What follows belongs to an exercise in optimizing a design on an open flow for small area, a short achievable clock period and few clock cycles per item; a production flow would make more cautious choices. RTL that was checked went through simulation tests only; none was proved equivalent to the original. Power is estimated from default activity; no workload was simulated.

==> flow/design.v <==
module pfs_softdec (
  input  wire        clk,
  input  wire        rst,
  input  wire        cmd_valid,
  output wire        cmd_ready,
  input  wire [15:0] cmd_len,
  input  wire [2:0]  cmd_ed,
  input  wire [1:0]  cmd_inner,
  input  wire [1:0]  cmd_outer,
  input  wire        in_valid,
  output wire        in_ready,
  input  wire [7:0]  in_data,
  output reg         out_valid,
  input  wire        out_ready,
  output reg  [7:0]  out_data,
  output reg         res_valid,
  output reg         res_ok
);
  reg        busy;
  reg [2:0]  ed_r;
  reg        inner_h, outer_h;
  wire       mlm = inner_h | outer_h;      
  wire       hdm = inner_h & outer_h;      
  reg        cmd_ready_r;           
  assign cmd_ready = cmd_ready_r;
  wire   cmd_take  = cmd_valid & ~busy;
  reg    start;                   
  reg        in_ready_r;
  assign in_ready = in_ready_r;
  wire   take = in_valid & in_ready_r;
  reg [11:0] q;
  reg [3:0]  q_cnt;
  wire       q_has = (q_cnt != 4'd0);
  wire       q_out = q[q_cnt - 4'd1];
  wire       q_deq;
  reg [7:0]  tv [0:6];
  reg [2:0]  tk [0:6];
  reg [2:0]  kin;         
  reg [1:0]  fl;          
  reg [5:0]  lo [0:7];
  reg [4:0]  hi [0:7];
  reg        cy [0:7];
  reg [13:0] bst;         
  function [2:0] xcol(input [2:0] kk);
    case (kk)
      3'd0: xcol = 3'b111;
      3'd1: xcol = 3'b110;
      3'd2: xcol = 3'b101;
      3'd3: xcol = 3'b011;
      3'd4: xcol = 3'b100;
      3'd5: xcol = 3'b010;
      default: xcol = 3'b001;
    endcase
  endfunction
  function [6:0] radd6(input [5:0] x, input [5:0] y, input ci);
    integer i;
    reg c;
    begin
      c = ci;
      for (i = 0; i < 6; i = i + 1) begin
        radd6[i] = x[i] ^ y[i] ^ c;
        c = (x[i] & y[i]) | (x[i] & c) | (y[i] & c);
      end
      radd6[6] = c;
    end
  endfunction
  function [4:0] radd5(input [4:0] x, input [4:0] y, input ci);
    integer i;
    reg c;
    begin
      c = ci;
      for (i = 0; i < 5; i = i + 1) begin
        radd5[i] = x[i] ^ y[i] ^ c;
        c = (x[i] & y[i]) | (x[i] & c) | (y[i] & c);
      end
    end
  endfunction
  integer a;
  reg [6:0]  lo_n [0:7];
  reg [4:0]  hi_n [0:7];
  always @(*) begin
    for (a = 0; a < 8; a = a + 1) begin : accn
      reg [2:0] kk;
      reg [7:0] ue, op;
      reg       s, st;
      reg [5:0] lb;
      reg [4:0] hb;
      kk = tk[(a < 2) ? 0 : a - 1];
      ue = tv[(a < 2) ? 0 : a - 1] ^ 8'h80;
      s  = ^(a[2:0] & xcol(kk));
      st = (kk == 3'd0);
      op = s ? ~ue : ue;
      lb = st ? ((a == 0) ? 6'd3 : 6'h3F) : lo[a];
      hb = st ? ((a == 0) ? 5'd0 : 5'h1F) : hi[a];
      lo_n[a] = radd6(lb, op[5:0], s);
      hi_n[a] = radd5(hb, {{3{op[7]}}, op[7:6]}, cy[a] & ~st);
    end
  end
  reg  [6:0] trig;        
  reg        fin;         
  function [3:0] dcon(input [2:0] ai);
    dcon = {^(ai & 3'b111), ^(ai & 3'b110), ^(ai & 3'b101), ^(ai & 3'b011)};
  endfunction
  function [13:0] leaf(input [5:0] l, input [4:0] h, input c, input [3:0] dd);
    reg [4:0] th;
    begin
      th = h + {4'd0, c};
      leaf = {{th[3:0], l} ^ {10{th[4]}}, th[4] ? dd : ~dd};
    end
  endfunction
  reg [5:0]  ylo;
  reg [4:0]  yhi;
  reg        ycy;
  reg [3:0]  ydd;
  integer b;
  always @(*) begin
    ylo = 6'd0; yhi = 5'd0; ycy = 1'b0; ydd = 4'd0;
    for (b = 0; b < 7; b = b + 1)
      if (trig[b]) begin
        ylo = ylo | lo[b + 1];
        yhi = yhi | hi[b + 1];
        ycy = ycy | cy[b + 1];
        ydd = ydd | dcon(b + 1);
      end
  end
  wire [13:0] lf_y = leaf(ylo, yhi, ycy, ydd);
  wire [13:0] lf_x = trig[0] ? leaf(lo[0], hi[0], cy[0], 4'b0000) : bst;
  wire [13:0] win  = ({lf_y[13:4], ~lf_y[3:0]} > {lf_x[13:4], ~lf_x[3:0]}) ? lf_y : lf_x;
  wire        nib_wr = fin & ~start;
  wire [3:0]  nib    = bst[3:0];
  reg [2:0]  j;
  reg [3:0]  hd;
  reg [2:0]  syn;
  reg [3:0]  q2;
  reg [2:0]  q2_cnt;
  wire       q2_deq;
  wire       hd_go = hdm & q_has & ((j != 3'd6) | (q2_cnt == 3'd0));
  wire [2:0] syn_n = syn ^ (q_out ? xcol(j) : 3'b000);
  reg  [3:0] hd_fix;
  always @(*) begin
    case (syn_n)
      3'b011:  hd_fix = hd ^ 4'b0001;
      3'b101:  hd_fix = hd ^ 4'b0010;
      3'b110:  hd_fix = hd ^ 4'b0100;
      3'b111:  hd_fix = hd ^ 4'b1000;
      default: hd_fix = hd;
    endcase
  end
  reg [6:0]  sreg;
  reg [2:0]  bitcnt;
  reg [15:0] bc;
  reg        kph;
  reg        done;
  reg [31:0] crc;
  reg        ok;
  reg [2:0]  vpos;
  reg        cwpar;
  wire       fb_v = hdm ? (q2_cnt != 3'd0) : q_has;
  wire       fb_b = hdm ? q2[3] : q_out;
  wire       fgo  = fb_v & (done | ~((bitcnt == 3'd7) & ~kph & out_valid));
  wire       fuse = fgo & ~done;
  assign q2_deq = hdm & fgo;
  assign q_deq  = hdm ? hd_go : fgo;
  wire       ed_chk  = (ed_r == 3'd2);
  wire       ed_crc  = ed_r[2] | (ed_r == 3'd3);
  wire       inv     = kph & (ed_r == 3'd6);
  wire       fbk     = crc[31] ^ fb_b ^ inv;
  reg [31:0] poly;
  always @(*) begin
    case (ed_r)
      3'd3:    poly = 32'h07000000;
      3'd4:    poly = 32'h10210000;
      3'd5:    poly = 32'h864CFB00;
      default: poly = 32'h04C11DB7;
    endcase
  end
  wire [31:0] crc_step = {crc[30:0], 1'b0} ^ (fbk ? poly : 32'h0);
  wire [7:0]  byte_now = {sreg, fb_b};
  wire        byte_end = fuse & (bitcnt == 3'd7);
  wire        bc_last  = (bc == 16'd1);
  function [2:0] key_len(input [2:0] e);
    case (e)
      3'd2, 3'd3: key_len = 3'd1;
      3'd4:       key_len = 3'd2;
      3'd5:       key_len = 3'd3;
      3'd6:       key_len = 3'd4;
      default:    key_len = 3'd0;
    endcase
  endfunction
  function [31:0] crc_init(input [2:0] e);
    case (e)
      3'd4:    crc_init = 32'hFFFF0000;
      3'd5:    crc_init = 32'hB704CE00;
      3'd6:    crc_init = 32'hFFFFFFFF;
      default: crc_init = 32'h00000000;
    endcase
  endfunction
  wire       done_set = byte_end & bc_last & (kph | (key_len(ed_r) == 3'd0));
  wire       in_done  = ~mlm | ((vpos == 3'd0) & ~cwpar & ~take);
  wire       finish   = busy & ~start & (done | done_set) & in_done &
                        ~out_valid & ~(byte_end & ~kph);
  wire       ok_n     = ok & ~(fuse & kph & ed_crc & fbk);
  wire [7:0] sum_b    = crc[31:24] + byte_now;
  wire [7:0] sum_n    = byte_end ? sum_b : crc[31:24];
  wire       busy_n = cmd_take | (busy & ~finish);
  wire [3:0] q_rem = q_cnt - {3'b000, q_deq};
  wire [3:0] q_inc = q_cnt + {3'b000, ~q_deq};
  wire       tk_bit = take & ~mlm;
  reg  [3:0] q_cnt_n;
  always @(*) begin
    if (start)        q_cnt_n = {3'b000, tk_bit};
    else if (nib_wr)  q_cnt_n = q_rem + 4'd4;
    else              q_cnt_n = tk_bit ? q_inc : q_rem;
  end
  wire       cw_in  = take & mlm & (start | (kin == 3'd0));    
  wire [2:0] kin_n  = start ? {2'b00, take & mlm} :
                      (take ? ((kin == 3'd6) ? 3'd0 : kin + 3'd1) : kin);
  wire [4:0] commit = {1'b0, q_rem} + {1'b0, fl, 2'b00};
  wire       room   = (commit <= 5'd8);
  wire rdy0  = mlm ? ((kin != 3'd0) | room) : (q_rem <= 4'd11);
  wire rdy1  = mlm ? ((kin != 3'd6) | room) : (q_rem <= 4'd10);
  wire in_ready_n = cmd_take | (busy & ~finish & (start | (take ? rdy1 : rdy0)));
  always @(posedge clk) begin
    tv[0] <= take ? in_data : 8'h80;
    for (a = 1; a < 7; a = a + 1)
      tv[a] <= tv[a - 1];
    for (a = 0; a < 8; a = a + 1) begin
      lo[a] <= lo_n[a][5:0];
      cy[a] <= lo_n[a][6];
      hi[a] <= hi_n[a];
    end
    bst <= win;
    tk[0] <= (take & mlm & ~start) ? kin : ((take & mlm) ? 3'd0 : 3'd7);
    for (a = 1; a < 7; a = a + 1)
      tk[a] <= start ? 3'd7 : tk[a - 1];
    for (a = 0; a < 7; a = a + 1)
      trig[a] <= ~start & (tk[a] == 3'd6);
    fin <= trig[6] & ~start;
    kin <= kin_n;
    if (start)
      fl <= {1'b0, cw_in};
    else
      fl <= fl + {1'b0, cw_in} - {1'b0, nib_wr};
    if (rst) begin
      busy       <= 1'b0;
      cmd_ready_r <= 1'b1;
      start      <= 1'b0;
      in_ready_r <= 1'b0;
      out_valid  <= 1'b0;
      res_valid  <= 1'b0;
    end else begin
      busy       <= busy_n;
      cmd_ready_r <= ~busy_n;
      start      <= cmd_take;
      in_ready_r <= in_ready_n;
      res_valid  <= finish;
      if (byte_end & ~kph)
        out_valid <= 1'b1;
      else if (out_ready)
        out_valid <= 1'b0;
    end
    q_cnt <= q_cnt_n;
    if (finish)
      res_ok <= ed_chk ? (sum_n == 8'h00) : ok_n;
    if (byte_end & ~kph)
      out_data <= byte_now;
    if (~busy) begin
      ed_r    <= cmd_ed;
      inner_h <= (cmd_inner == 2'd2);
      outer_h <= (cmd_outer == 2'd2);
      bc      <= cmd_len;
    end
    if (nib_wr)
      q <= {q[7:0], nib};
    else if (take & ~mlm)
      q <= {q[10:0], in_data[7]};
    if (rst)
      done <= 1'b1;
    else if (start)
      done <= 1'b0;
    else if (done_set)
      done <= 1'b1;
    if (start) begin
      j       <= 3'd0;
      syn     <= 3'd0;
      q2_cnt  <= 3'd0;
      bitcnt  <= 3'd0;
      kph     <= 1'b0;
      crc     <= crc_init(ed_r);
      ok      <= 1'b1;
      vpos    <= {2'b00, take};
      cwpar   <= 1'b0;
    end else begin
      if (take) vpos <= vpos + 3'd1;
      if (take & (kin == 3'd6)) cwpar <= ~cwpar;
      if (hd_go) begin
        if (j[2] == 1'b0) hd <= {hd[2:0], q_out};
        if (j == 3'd6) begin
          j   <= 3'd0;
          syn <= 3'd0;
          q2  <= hd_fix;
        end else begin
          j   <= j + 3'd1;
          syn <= syn_n;
        end
      end
      if (hd_go & (j == 3'd6))
        q2_cnt <= 3'd4;
      else if (q2_deq) begin
        q2_cnt <= q2_cnt - 3'd1;
        q2     <= {q2[2:0], 1'b0};
      end
      if (fuse) begin
        sreg   <= byte_now[6:0];
        bitcnt <= bitcnt + 3'd1;
        if (ed_crc) crc <= crc_step;
        if (kph & ed_crc & fbk) ok <= 1'b0;
        if (byte_end) begin
          if (ed_chk) crc[31:24] <= sum_b;
          if (bc_last) begin
            if (~kph & (key_len(ed_r) != 3'd0)) begin
              kph <= 1'b1;
              bc  <= {13'd0, key_len(ed_r)};
            end
          end else
            bc <= bc - 16'd1;
        end
      end
    end
  end
endmodule
export LEC_CHECK = 0
export CAP_MARGIN = 20
export CORE_MARGIN = 2
export CORE_UTILIZATION = 40
export CTS_CLUSTER_DIAMETER = 100
export CTS_CLUSTER_SIZE = 22
export SLEW_MARGIN = 20
create_clock -name core_clock -period 14.0 [get_ports {clk}]
standard.sh (not shown) runs the stock make flow with config.mk's settings and CLKGATE_MAP_FILE= SYNTH_SCRIPT=/design/flow/synth_recipe.tcl, a recipe that flattens the netlist after the stock synthesis.
==> flow/flow/run.sh <==
#!/bin/bash
# The standard layout (standard.sh, same synthesis, floorplan, power
# grid, placement, CTS and routing) with two changes in how it is made:
#  - the port buffers that buffer_ports inserts on every input and output
#    use buf_2 instead of the default cell;
#  - repair_timing aims for 10 ns of setup slack at the design's 14 ns
#    clock (the SDC and clock are unchanged).
set -o pipefail
export BUFFER_PORTS_ARGS="-buffer_cell sky130_fd_sc_hd__buf_2"
export SETUP_SLACK_MARGIN=10
bash standard.sh > standard.log 2>&1
==> next run, changes <==
--- a/flow/design.v
+++ b/flow/design.v
@@ -193,17 +193,20 @@
       3'd5:    crc_init = 32'hB704CE00;
       3'd6:    crc_init = 32'hFFFFFFFF;
       default: crc_init = 32'h00000000;
     endcase
   endfunction
-  wire       done_set = byte_end & bc_last & (kph | (key_len(ed_r) == 3'd0));
-  wire       in_done  = ~mlm | ((vpos == 3'd0) & ~cwpar & ~take);
-  wire       finish   = busy & ~start & (done | done_set) & in_done &
-                        ~out_valid & ~(byte_end & ~kph);
-  wire       ok_n     = ok & ~(fuse & kph & ed_crc & fbk);
-  wire [7:0] sum_b    = crc[31:24] + byte_now;
-  wire [7:0] sum_n    = byte_end ? sum_b : crc[31:24];
+  wire       done_set    = byte_end & bc_last & (kph | (key_len(ed_r) == 3'd0));
+  wire       done_n      = done | done_set;
+  wire [2:0] vpos_n      = vpos + {2'b00, take};
+  wire       cwpar_n     = cwpar ^ (take & (kin == 3'd6));
+  wire       in_done_n   = ~mlm | ((vpos_n == 3'd0) & ~cwpar_n);
+  wire       out_valid_n = (byte_end & ~kph) | (out_valid & ~out_ready);
+  wire       finish      = busy & ~start & done_n & in_done_n & ~out_valid_n;
+  wire       ok_n        = ok & ~(fuse & kph & ed_crc & fbk);
+  wire [7:0] sum_b       = crc[31:24] + byte_now;
+  wire [7:0] sum_n       = byte_end ? sum_b : crc[31:24];
   wire       busy_n = cmd_take | (busy & ~finish);
   wire [3:0] q_rem = q_cnt - {3'b000, q_deq};
   wire [3:0] q_inc = q_cnt + {3'b000, ~q_deq};
   wire       tk_bit = take & ~mlm;
   reg  [3:0] q_cnt_n;
Result: Routed wire length stays flat. Sequential power stays flat. Final area is higher by 1.7%. Area after synthesis rises by 0.47%. Non-clock buffer count is higher by 10. Power went up by 0.98%. Die area grows by 0.45%. Clock-buffer cell count goes up by 4. Register-to-register slack loses 0.10 ns.
Testbench counts after the change, summed over its fixed seeds: cycles 80,564, items 4,540.
No functional check of the RTL was part of the first run of this note.

[port drivers added, routing unchanged]
Ports are ideal in the flow. The routed layouts listed here were re-timed in OpenROAD. Step 1 assumes that a clkbuf_16 drives the clock port and a buf_2 every other input. Step 2, shift: input delay + t, output delay - t, t = (earliest + latest rising clock arrival at the registers) / 2. This alone moves slack from input paths to output paths. a / b / c = ideal / step 1 / step 2; a / b = the first two.
| run | t, ns | slack for setup (ns) | worst slew at a driven data input, ns |
|---|---|---|---|
| the first run | 0.580 | 10.073 / 10.019 / 9.549 | 0.03 |
| the second run | 0.571 | 9.898 / 9.898 / 9.327 | 0.07 |
After both steps setup and hold are still met in every run listed. The setup slack of the second run, which loses most, moves by 0.000 ns with the drivers and by -0.571 ns with both steps.
